From an optimization exercise on the open Yosys and OpenROAD flow, aimed at small area, a short achievable clock period and few clock cycles per item; shortcuts taken in it are not production practice. No activity file was given, so power comes from the tool's default toggle rates.

==> flow/design.v <==
module inone_rx (
    input  wire        clk,
    input  wire        rst,           
    input  wire        cmd_valid,
    output wire        cmd_ready,
    input  wire [1:0]  cmd_op,
    input  wire [7:0]  cmd_byte,
    input  wire [31:0] now,           
    output wire        rearm,         
    output wire [5:0]  cursor,
    output wire        raw_ready,
    output wire        pkt_ready,
    output wire [2:0]  outcome,
    output wire [3:0]  lastlen,
    output wire [71:0] last_frame     
);
    localparam OP_APPEND = 2'd0;
    localparam OP_POLL   = 2'd1;
    localparam OP_GET    = 2'd2;
    localparam OC_OK     = 3'd1;
    localparam OC_MAN1   = 3'd2;
    localparam OC_FRM1   = 3'd3;
    localparam OC_LCLASS = 3'd4;
    localparam OC_MAN2   = 3'd5;
    localparam OC_FRM2   = 3'd6;
    localparam OC_CRC    = 3'd7;
    localparam [31:0] RESYNC_MS = 32'd600;
    localparam [7:0]  CRC_POLY  = 8'h8C;
    reg [5:0]  cursor_q;
    reg [31:0] lastact_q;
    reg        raw_ready_q;
    reg        pkt_ready_q;
    reg [2:0]  outcome_q;
    reg [3:0]  lastlen_q;
    reg [71:0] frame_q;
    reg        rearm_q;
    reg        wait_q;        
    reg [91:0] d;
    reg [15:0] e1;            
    reg [22:15] e2;           
    reg [4:0]  cnt;           
    reg [7:0]  crc;
    reg        done;
    assign cmd_ready  = ~wait_q;
    assign rearm      = rearm_q;
    assign cursor     = cursor_q;
    assign raw_ready  = raw_ready_q;
    assign pkt_ready  = pkt_ready_q;
    assign outcome    = outcome_q;
    assign lastlen    = lastlen_q;
    assign last_frame = frame_q;
    wire accept    = cmd_valid && !wait_q;
    wire do_append = accept && cmd_op == OP_APPEND;
    wire do_poll   = accept && cmd_op == OP_POLL;
    wire do_get    = accept && cmd_op == OP_GET;
    wire [3:0] bbit = {cmd_byte[1], cmd_byte[3], cmd_byte[5], cmd_byte[7]};
    wire [3:0] berr = {cmd_byte[1] ~^ cmd_byte[0], cmd_byte[3] ~^ cmd_byte[2],
                       cmd_byte[5] ~^ cmd_byte[4], cmd_byte[7] ~^ cmd_byte[6]};
    genvar k;
    generate
        for (k = 0; k < 23; k = k + 1) begin : g_store
            wire we = do_append && cursor_q == k;
            if (k == 0) begin : g_b0
                always @(posedge clk)
                    if (we) begin
                        d[3:2] <= bbit[3:2];
                        e1[0]  <= |berr[3:2];
                    end
            end else if (k < 15) begin : g_b1
                always @(posedge clk)
                    if (we) begin
                        d[4*k +: 4] <= bbit;
                        e1[k]       <= |berr;
                    end
            end else if (k == 15) begin : g_b15
                always @(posedge clk)
                    if (we) begin
                        d[63:60] <= bbit;
                        e1[15]   <= |berr[1:0];
                        e2[15]   <= |berr[3:2];
                    end
            end else begin : g_b2
                always @(posedge clk)
                    if (we) begin
                        d[4*k +: 4] <= bbit;
                        e2[k]       <= |berr;
                    end
            end
        end
    endgenerate
    wire [1:0] cls = {d[51], d[50]};              
    wire man1 = |e1;
    reg  frm1;
    reg  frm2;
    integer g;
    always @(*) begin
        frm1 = 1'b0;
        for (g = 0; g < 12; g = g + 1)
            if (!d[5*g + 2]) frm1 = 1'b1;
        frm2 = 1'b0;
        for (g = 0; g < 6; g = g + 1)
            if (!d[5*g + 62] && (cls[1] || (cls[0] && g < 2))) frm2 = 1'b1;
    end
    wire man2 = ((cls != 2'd0) && (|e2[17:15])) || (cls[1] && (|e2[22:18]));
    reg [2:0] oc;
    always @(*) begin
        if (man1)              oc = OC_MAN1;
        else if (frm1)         oc = OC_FRM1;
        else if (cls == 2'd3)  oc = OC_LCLASS;
        else if (man2)         oc = OC_MAN2;
        else if (frm2)         oc = OC_FRM2;
        else if (crc != 8'd0)  oc = OC_CRC;
        else                   oc = OC_OK;
    end
    wire ok = (oc == OC_OK);
    reg [71:0] fr;
    always @(*) begin
        for (g = 0; g < 18; g = g + 1)
            fr[4*g +: 4] = d[5*g + 3 +: 4];
        if (cls == 2'd0) fr[71:48] = 24'd0;
        if (cls != 2'd2) fr[71:56] = 16'd0;
    end
    wire [3:0] flen = cls[1] ? 4'd9 : cls[0] ? 4'd7 : 4'd6;
    wire [3:0] nib = fr[{cnt, 2'b00} +: 4];
    reg  [7:0] crc_nxt;
    integer q;
    always @(*) begin
        crc_nxt = crc;
        for (q = 0; q < 4; q = q + 1)
            crc_nxt = (crc_nxt >> 1) ^ ((crc_nxt[0] ^ nib[q]) ? CRC_POLY : 8'h00);
    end
    wire [4:0] last = cls[1] ? 5'd17 : cls[0] ? 5'd13 : 5'd11;
    wire restart = do_append && cursor_q <= 6'd22;
    always @(posedge clk) begin
        if (rst || restart) begin
            cnt  <= 5'd0;
            crc  <= 8'd0;
            done <= 1'b0;
        end else if (!done) begin
            cnt <= cnt + 5'd1;
            crc <= crc_nxt;
            if (cnt == last) done <= 1'b1;
        end
    end
    wire due    = (cursor_q != 6'd0) && ((now - lastact_q) > RESYNC_MS);
    wire commit = ((do_poll && raw_ready_q) || wait_q) && done;
    always @(posedge clk) begin
        if (do_append)
            lastact_q <= now;
    end
    always @(posedge clk) begin
        if (rst) begin
            cursor_q    <= 6'd0;
            raw_ready_q <= 1'b0;
            pkt_ready_q <= 1'b0;
            outcome_q   <= 3'd0;
            lastlen_q   <= 4'd0;
            frame_q     <= 72'd0;
            rearm_q     <= 1'b0;
            wait_q      <= 1'b0;
        end else begin
            rearm_q <= 1'b0;
            if (do_append) begin
                if (cursor_q == 6'd59) begin
                    cursor_q    <= 6'd0;
                    raw_ready_q <= 1'b1;
                    rearm_q     <= 1'b1;
                end else begin
                    cursor_q <= cursor_q + 6'd1;
                end
            end
            if (do_poll) begin
                if (due) begin
                    cursor_q <= 6'd0;
                    rearm_q  <= 1'b1;
                end
                if (raw_ready_q) begin
                    raw_ready_q <= 1'b0;
                    if (!done) wait_q <= 1'b1;
                end
            end
            if (do_get)
                pkt_ready_q <= 1'b0;
            if (commit) begin
                wait_q    <= 1'b0;
                outcome_q <= oc;
                if (ok) begin
                    frame_q     <= fr;
                    lastlen_q   <= flen;
                    pkt_ready_q <= 1'b1;
                end
            end
        end
    end
endmodule
make LEC_CHECK=0 CAP_MARGIN=20 CORE_MARGIN=2 CORE_UTILIZATION=40 SLEW_MARGIN=20 finish   # period 10.0 ns
run.sh (not shown) runs the stock make flow with config.mk's settings and CLKGATE_MAP_FILE= SYNTH_SCRIPT=/design/flow/synth_recipe.tcl, a recipe that flattens the netlist after the stock synthesis.
==> next run, changes <==
--- a/flow/design.v
+++ b/flow/design.v
@@ -39,10 +39,11 @@
     reg [15:0] e1;            
     reg [22:15] e2;           
     reg [4:0]  cnt;           
     reg [7:0]  crc;
     reg        done;
+    reg        run;           
     assign cmd_ready  = ~wait_q;
     assign rearm      = rearm_q;
     assign cursor     = cursor_q;
     assign raw_ready  = raw_ready_q;
     assign pkt_ready  = pkt_ready_q;
@@ -119,11 +120,12 @@
             fr[4*g +: 4] = d[5*g + 3 +: 4];
         if (cls == 2'd0) fr[71:48] = 24'd0;
         if (cls != 2'd2) fr[71:56] = 16'd0;
     end
     wire [3:0] flen = cls[1] ? 4'd9 : cls[0] ? 4'd7 : 4'd6;
-    wire [3:0] nib = fr[{cnt, 2'b00} +: 4];
+    reg  [3:0] nib;                               
+    always @(posedge clk) nib <= fr[{cnt, 2'b00} +: 4];
     reg  [7:0] crc_nxt;
     integer q;
     always @(*) begin
         crc_nxt = crc;
         for (q = 0; q < 4; q = q + 1)
@@ -133,18 +135,45 @@
     wire restart = do_append && cursor_q <= 6'd22;
     always @(posedge clk) begin
         if (rst || restart) begin
             cnt  <= 5'd0;
             crc  <= 8'd0;
+            run  <= 1'b0;
             done <= 1'b0;
         end else if (!done) begin
             cnt <= cnt + 5'd1;
-            crc <= crc_nxt;
-            if (cnt == last) done <= 1'b1;
-        end
-    end
-    wire due    = (cursor_q != 6'd0) && ((now - lastact_q) > RESYNC_MS);
+            run <= 1'b1;
+            if (run) crc <= crc_nxt;
+            if (cnt == last + 5'd1) done <= 1'b1;
+        end
+    end
+    function automatic le10;                      
+        input [9:0] a, b;
+        integer i;
+        begin
+            le10 = 1'b1;
+            for (i = 0; i < 10; i = i + 1)
+                le10 = (~a[i] & b[i]) | (~(a[i] ^ b[i]) & le10);
+        end
+    endfunction
+    wire [9:0]  la_lo  = lastact_q[9:0];
+    wire [21:0] la_hi  = lastact_q[31:10];
+    wire [10:0] w_lo   = {1'b0, la_lo} + 11'd600;
+    reg  [21:0] cy;
+    integer ci;
+    always @(*) begin
+        cy[0] = 1'b1;
+        for (ci = 1; ci < 22; ci = ci + 1)
+            cy[ci] = cy[ci - 1] & la_hi[ci - 1];
+    end
+    wire [21:0] hx     = now[31:10] ^ la_hi;
+    wire        bor    = !le10(la_lo, now[9:0]);           
+    wire        le_w   = le10(now[9:0], w_lo[9:0]);
+    wire        lo_ok  = bor ? (w_lo[10] && le_w) : (w_lo[10] || le_w);
+    wire        hi_ok  = bor ? (hx == cy) : (hx == 22'd0);
+    wire        recent = hi_ok && lo_ok;
+    wire due    = (cursor_q != 6'd0) && !recent;
     wire commit = ((do_poll && raw_ready_q) || wait_q) && done;
     always @(posedge clk) begin
         if (do_append)
             lastact_q <= now;
     end
Outcome: Sequential share of layout area is higher by 3.7 points. Routed wire length is lower by 8.4%. Die area is lower by 7.2%. Total power is lower by 7.0%. Core utilization is higher by 0.40 points. Worst setup slack gets better by 0.52 ns.
No run of this note included a check of the RTL's function; only the layout flow was run.

## afterwards: timing with drivers on the ports
The results above use ideal ports. As a check the final layouts listed here were re-extracted and re-timed, cells and wires unchanged.
Step 1, drivers: a clkbuf_16 drives clk and a buf_2 each remaining input, both assumed.
Step 2 moves the port delays by t, midway between the first and last clock arrival at a register: inputs arrive t later, outputs are due t later. That takes back most of the time a late clock gives input paths.
Slacks: no drivers / after step 1 / after step 2; pairs: no drivers / after step 1.
| run | t (ns) | setup slack, ns | worst hold slack (ns) | worst setup path at the end |
|---|---|---|---|---|
| the first run | 0.585 | 5.107 / 5.133 / 4.548 | 0.450 / 0.450 / 0.450 | input to register |
| the second run | 0.573 | 5.623 / 5.636 / 5.063 | 0.446 / 0.446 / 0.446 | input to register |
After both steps every run listed still meets setup and hold. The setup slack of the second run, which loses most, moves by +0.013 ns with the drivers and by -0.560 ns with both steps.
